This is an optimization exercise on Yosys and OpenROAD, whose aim is small area, not a production implementation. Only simulation tests tie the RTL to the original design; equivalence was not proved. Power is estimated from default activity; no workload was simulated.

==> inputs of run a <==
## iot_sae
module iot_sae (
    input  wire        clk,
    input  wire        rst,             
    input  wire        FAULT_POLICY,    
    output wire        bus_req,
    input  wire        bus_ack,
    output wire [2:0]  bus_op,
    output wire        bus_cont,
    output wire [7:0]  bus_cmd,
    output wire [63:0] bus_addr,
    input  wire [1:0]  bus_status,
    input  wire [7:0]  bus_rdata,
    input  wire [63:0] bus_raddr,
    output wire        pin_req,
    input  wire        pin_ack,
    output wire        pin_op,
    output wire        pin_level,
    output wire        pin_ch,
    input  wire        pin_err,
    input  wire [9:0]  adc_data,
    output wire        pers_req,
    input  wire        pers_ack,
    output wire [7:0]  pers_sid,
    output wire [1:0]  pers_vkind,
    output wire [38:0] pers_vnum,
    input  wire        pers_err,
    output wire        dly_req,
    input  wire        dly_ack,
    output wire [25:0] dly_us,
    output wire        diag_valid,
    output wire [7:0]  diag_sid,
    output wire [3:0]  diag_kind,
    output wire [3:0]  st,
    output wire [3:0]  ph,
    output wire        fault,
    output wire [3:0]  fault_code,
    output wire [7:0]  fault_sid,
    output wire [7:0]  pidx
);
export LEC_CHECK = 0
export CAP_MARGIN = 20
export CORE_MARGIN = 2
export CORE_UTILIZATION = 45
export CTS_BUF_LIST = sky130_fd_sc_hd__clkbuf_4
export CTS_CLUSTER_DIAMETER = 40
export CTS_CLUSTER_SIZE = 11
export PLACE_DENSITY = 0.75
export SLEW_MARGIN = 20
create_clock -name core_clock -period 18.0 [get_ports {clk}]
run.sh (not shown) runs the stock make flow with config.mk's settings and CLKGATE_MAP_FILE= SYNTH_SCRIPT=/design/flow/synth_recipe.tcl, a recipe that flattens the netlist after the stock synthesis.
==> run b (differences from run a) <==
--- a/flow/design.v
+++ b/flow/design.v
@@ -130,15 +130,15 @@
         r2 <= r1;
         r0 <= swap ? a_out : r2;
         a_out <= ({64{enum_ok}} & bus_raddr) | ({64{swap}} & r2) | ({64{~(enum_ok | swap)}} & a_out);
     end
     wire [10:0] A    = vnum[38:28];
     wire        c0   = (cnt == 5'd0);
     wire        last = (cnt == 5'd27);
-    wire        ack  = (bus_ack & bus_req) | (pin_ack & pin_req) | (pers_ack & pers_req) | (dly_ack & dly_req);
+    wire        ack  = bus_ack | pin_ack | pers_ack | dly_ack;
     wire        byte_ack = (w == W_RT_BYTE) & ack;
     wire        pass = sC;    
     reg        op_adda, op_ldb0, keepA, m, cin;
     reg [10:0] addend;
     always @* begin
         op_adda = 1'b0; op_ldb0 = 1'b0;
         keepA = ~c0; m = 1'b0; cin = 1'b0; addend = 11'd0;
==> flow/flow/run.sh (new file) <==
#!/bin/bash
# The standard layout with these changes:
#  - synthesis maps the logic with an area-oriented ABC script (flow/area.abc);
#    everything else in synthesis, registers included, is the standard one
#  - ports are buffered with the smallest buffer cell
#  - clock tree synthesis uses small buffers and inserts no dummy loads
set -euo pipefail
W=$PWD
{
  echo 'proc synth {args} { yosys synth -nofsm -noshare {*}$args }'
  echo "proc abc {args} { set i [lsearch -exact \$args -script]; if {\$i >= 0} { lset args [expr {\$i + 1}] $W/flow/area.abc }; yosys abc {*}\$args }"
  tail -n +2 synth_recipe.tcl
} > my_synth.tcl
sed -e "s#SYNTH_SCRIPT=[^ ]*#SYNTH_SCRIPT=$W/my_synth.tcl#" standard.sh > my_standard.sh
export BUFFER_PORTS_ARGS="-buffer_cell sky130_fd_sc_hd__buf_1"
export CTS_ARGS="-sink_clustering_enable -repair_clock_nets -dont_use_dummy_load -buf_list sky130_fd_sc_hd__clkbuf_4 -root_buf sky130_fd_sc_hd__clkbuf_4 -sink_clustering_size 11 -sink_clustering_max_diameter 40"
bash my_standard.sh > standard.log 2>&1
==> flow/flow/area.abc (new file) <==
strash; dc2; strash; dch -f; amap; strash; dch -f; amap; mfs2 -a; strash; dch -f; amap; mfs2 -a; strash; dch -f; amap; topo
==> flow/standard.sh (new file) <==
#!/bin/bash
# synth_recipe.tcl (not shown) runs the flow's synth.tcl, then flattens the netlist and writes it again
# the make line also repeats each setting of config.mk as NAME=value (left out here)
make -C /OpenROAD-flow-scripts/flow DESIGN_CONFIG=/design/flow/config.mk WORK_HOME=/design/flow/orfs CLKGATE_MAP_FILE= SYNTH_SCRIPT=/design/flow/synth_recipe.tcl "${@:-finish}"
- CTS_BUF_LIST: sky130_fd_sc_hd__clkbuf_4 -> default
- CTS_CLUSTER_DIAMETER: 40 -> default
- CTS_CLUSTER_SIZE: 11 -> default
removed: flow/run.sh
==> run c (differences from run a) <==
--- a/flow/design.v
+++ b/flow/design.v
@@ -130,15 +130,15 @@
         r2 <= r1;
         r0 <= swap ? a_out : r2;
         a_out <= ({64{enum_ok}} & bus_raddr) | ({64{swap}} & r2) | ({64{~(enum_ok | swap)}} & a_out);
     end
     wire [10:0] A    = vnum[38:28];
     wire        c0   = (cnt == 5'd0);
     wire        last = (cnt == 5'd27);
-    wire        ack  = (bus_ack & bus_req) | (pin_ack & pin_req) | (pers_ack & pers_req) | (dly_ack & dly_req);
+    wire        ack  = bus_ack | pin_ack | pers_ack | dly_ack;
     wire        byte_ack = (w == W_RT_BYTE) & ack;
     wire        pass = sC;    
     reg        op_adda, op_ldb0, keepA, m, cin;
     reg [10:0] addend;
     always @* begin
         op_adda = 1'b0; op_ldb0 = 1'b0;
         keepA = ~c0; m = 1'b0; cin = 1'b0; addend = 11'd0;
==> flow/flow/run.sh (new file) <==
#!/bin/bash
# The standard layout with these changes:
#  - synthesis maps the logic with an area-oriented ABC script (flow/area.abc);
#    everything else in synthesis, registers included, is the standard one
#  - ports are buffered with the smallest buffer cell
#  - clock tree synthesis uses small buffers and inserts no dummy loads
set -euo pipefail
W=$PWD
{
  echo 'proc synth {args} { yosys synth -nofsm -noshare {*}$args }'
  echo "proc abc {args} { set i [lsearch -exact \$args -script]; if {\$i >= 0} { lset args [expr {\$i + 1}] $W/flow/area.abc }; yosys abc {*}\$args }"
  tail -n +2 synth_recipe.tcl
} > my_synth.tcl
sed -e "s#SYNTH_SCRIPT=[^ ]*#SYNTH_SCRIPT=$W/my_synth.tcl#" standard.sh > my_standard.sh
export BUFFER_PORTS_ARGS="-buffer_cell sky130_fd_sc_hd__buf_1"
export CTS_ARGS="-sink_clustering_enable -repair_clock_nets -dont_use_dummy_load -buf_list sky130_fd_sc_hd__clkbuf_2 -root_buf sky130_fd_sc_hd__clkbuf_4"
bash my_standard.sh > standard.log 2>&1
==> flow/flow/area.abc (new file) <==
strash; dc2; strash; dch -f; map -a; strash; dch -f; map -a; mfs2 -a; strash; dch -f; map -a; mfs2 -a; strash; dch -f; amap; topo
==> flow/standard.sh (new file) <==
#!/bin/bash
# synth_recipe.tcl (not shown) runs the flow's synth.tcl, then flattens the netlist and writes it again
# the make line also repeats each setting of config.mk as NAME=value (left out here)
make -C /OpenROAD-flow-scripts/flow DESIGN_CONFIG=/design/flow/config.mk WORK_HOME=/design/flow/orfs CLKGATE_MAP_FILE= SYNTH_SCRIPT=/design/flow/synth_recipe.tcl "${@:-finish}"
- CORE_UTILIZATION: 45 -> 50
- CTS_BUF_LIST: sky130_fd_sc_hd__clkbuf_4 -> default
- CTS_CLUSTER_DIAMETER: 40 -> default
- CTS_CLUSTER_SIZE: 11 -> default
- PLACE_DENSITY: 0.75 -> default
removed: flow/run.sh
==> run d (differences from run a) <==
--- a/flow/design.v
+++ b/flow/design.v
@@ -130,15 +130,15 @@
         r2 <= r1;
         r0 <= swap ? a_out : r2;
         a_out <= ({64{enum_ok}} & bus_raddr) | ({64{swap}} & r2) | ({64{~(enum_ok | swap)}} & a_out);
     end
     wire [10:0] A    = vnum[38:28];
     wire        c0   = (cnt == 5'd0);
     wire        last = (cnt == 5'd27);
-    wire        ack  = (bus_ack & bus_req) | (pin_ack & pin_req) | (pers_ack & pers_req) | (dly_ack & dly_req);
+    wire        ack  = bus_ack | pin_ack | pers_ack | dly_ack;
     wire        byte_ack = (w == W_RT_BYTE) & ack;
     wire        pass = sC;    
     reg        op_adda, op_ldb0, keepA, m, cin;
     reg [10:0] addend;
     always @* begin
         op_adda = 1'b0; op_ldb0 = 1'b0;
         keepA = ~c0; m = 1'b0; cin = 1'b0; addend = 11'd0;
==> flow/flow/run.sh (new file) <==
#!/bin/bash
# The standard layout with these changes:
#  - synthesis maps the logic with an area-oriented ABC script (flow/area.abc);
#    everything else in synthesis, registers included, is the standard one
#  - ports are buffered with the smallest buffer cell
#  - clock tree synthesis uses small buffers and inserts no dummy loads
set -euo pipefail
W=$PWD
{
  echo 'proc synth {args} { yosys synth -nofsm -noshare {*}$args }'
  echo "proc abc {args} { set i [lsearch -exact \$args -script]; if {\$i >= 0} { lset args [expr {\$i + 1}] $W/flow/area.abc }; yosys abc {*}\$args }"
  tail -n +2 synth_recipe.tcl
} > my_synth.tcl
sed -e "s#SYNTH_SCRIPT=[^ ]*#SYNTH_SCRIPT=$W/my_synth.tcl#" standard.sh > my_standard.sh
export BUFFER_PORTS_ARGS="-buffer_cell sky130_fd_sc_hd__buf_1"
export CTS_ARGS="-sink_clustering_enable -repair_clock_nets -dont_use_dummy_load -buf_list sky130_fd_sc_hd__clkbuf_8 -root_buf sky130_fd_sc_hd__clkbuf_8 -sink_clustering_size 20 -sink_clustering_max_diameter 35"
bash my_standard.sh > standard.log 2>&1
==> flow/flow/area.abc (new file) <==
strash; dc2; strash; dch -f; amap; strash; dch -f; amap; mfs2 -a; strash; dch -f; amap; mfs2 -a; strash; dch -f; amap; topo
==> flow/standard.sh (new file) <==
#!/bin/bash
# synth_recipe.tcl (not shown) runs the flow's synth.tcl, then flattens the netlist and writes it again
# the make line also repeats each setting of config.mk as NAME=value (left out here)
make -C /OpenROAD-flow-scripts/flow DESIGN_CONFIG=/design/flow/config.mk WORK_HOME=/design/flow/orfs CLKGATE_MAP_FILE= SYNTH_SCRIPT=/design/flow/synth_recipe.tcl "${@:-finish}"
- CTS_BUF_LIST: sky130_fd_sc_hd__clkbuf_4 -> default
- CTS_CLUSTER_DIAMETER: 40 -> default
- CTS_CLUSTER_SIZE: 11 -> default
removed: flow/run.sh
==> qor summary <==
metric                                                                     run b                      run d                      run c                      run a
Total placed instance area                                            0.0128 mm2                 0.0128 mm2                 0.0127 mm2                 0.0152 mm2
Combinational Power Share                                                  0.281                      0.265                      0.291                      0.282
Invs w/o clock                                                               166                        166                        170                         23
Status                                                  timing/DRC/antenna clean   timing/DRC/antenna clean   timing/DRC/antenna clean   timing/DRC/antenna clean
Routability cong.                                                          0.952                      0.952                      0.943                      0.947
FILL cells                                                                  2370                       2333                       2174                       2429
Adder-cell area share of the yosys netlist                                0.0207                     0.0207                     0.0207                     0.0190
Worst setup margin                                                      10.67 ns                   10.53 ns                   10.60 ns                   10.82 ns
Portion of total power attributed to sequential cells                      0.563                      0.534                      0.542                      0.474
Fraction of the yosys area taken by sequential cells                       0.583                      0.583                      0.581                      0.535
Pint                                                                     1.35 mW                    1.45 mW                    1.41 mW                    1.29 mW
Library cell used as clock root buffer                 sky130_fd_sc_hd__clkbuf_4  sky130_fd_sc_hd__clkbuf_8  sky130_fd_sc_hd__clkbuf_4  sky130_fd_sc_hd__clkbuf_4
Number of clock-tree buffers in the layout                                    41                         42                         77                         43
Final-layout worst hold slack                                           0.309 ns                   0.297 ns                   0.280 ns                   0.308 ns
Transition time at the pin with the least slew margin                    1.21 ns                    1.11 ns                   0.964 ns                    1.08 ns
Worst setup skew after layout                                          0.0628 ns                   0.102 ns                  0.0775 ns                  0.0404 ns
Pwr Density                                                           156 mW/mm2                 162 mW/mm2                 166 mW/mm2                 118 mW/mm2
Number of signal-net buffers in the layout                                   270                        270                        268                        276
Nets                                                                        1529                       1530                       1575                       1578
Fin area                                                              0.0131 mm2                 0.0133 mm2                 0.0132 mm2                 0.0159 mm2
Launch point of the worst path                                      bus_rdata[0]               bus_rdata[0]                    bus_ack                   pers_ack
Proportion of cell area occupied by registers                              0.517                      0.507                      0.513                      0.426

==> afterwards: timing with drivers on the ports <==
No port has a modelled driver above. Below, the same layouts with a new extraction and two added sets of constraints.
Step 1 (the two cells are an assumption about what drives the block):
set clk [get_ports {clk}]
set_driving_cell -lib_cell sky130_fd_sc_hd__clkbuf_16 $clk
set_driving_cell -lib_cell sky130_fd_sc_hd__buf_2 [delete_from_list [all_inputs] $clk]
Step 2 moves the port delays by t, midway between the first and last clock arrival at a register: inputs arrive t later, outputs are due t later. That takes back most of the time a late clock gives input paths.
a / b / c = no drivers / after step 1 / after step 2; a / b = the first two.
| run | shift t [ns] | slack for setup (ns) | slew at the worst register clock pin (ns) | worst data-port slew with drivers (ns) | pins driven straight from the clock port |
|---|---|---|---|---|---|
| run a | 0.694 | 10.825 / 10.842 / 10.148 | 0.11 / 0.11 | 0.08 | 1 |
| run b | 0.652 | 10.669 / 10.672 / 10.020 | 0.11 / 0.11 | 0.07 | 1 |
| run c | 0.680 | 10.598 / 10.619 / 9.939 | 0.10 / 0.10 | 0.06 | 1 |
| run d | 0.567 | 10.527 / 10.526 / 9.959 | 0.09 / 0.09 | 0.07 | 1 |
After both steps setup and hold are still met in every run listed. For run a, which loses most, drivers alone change the setup slack by +0.017 ns; drivers and shift together by -0.677 ns.
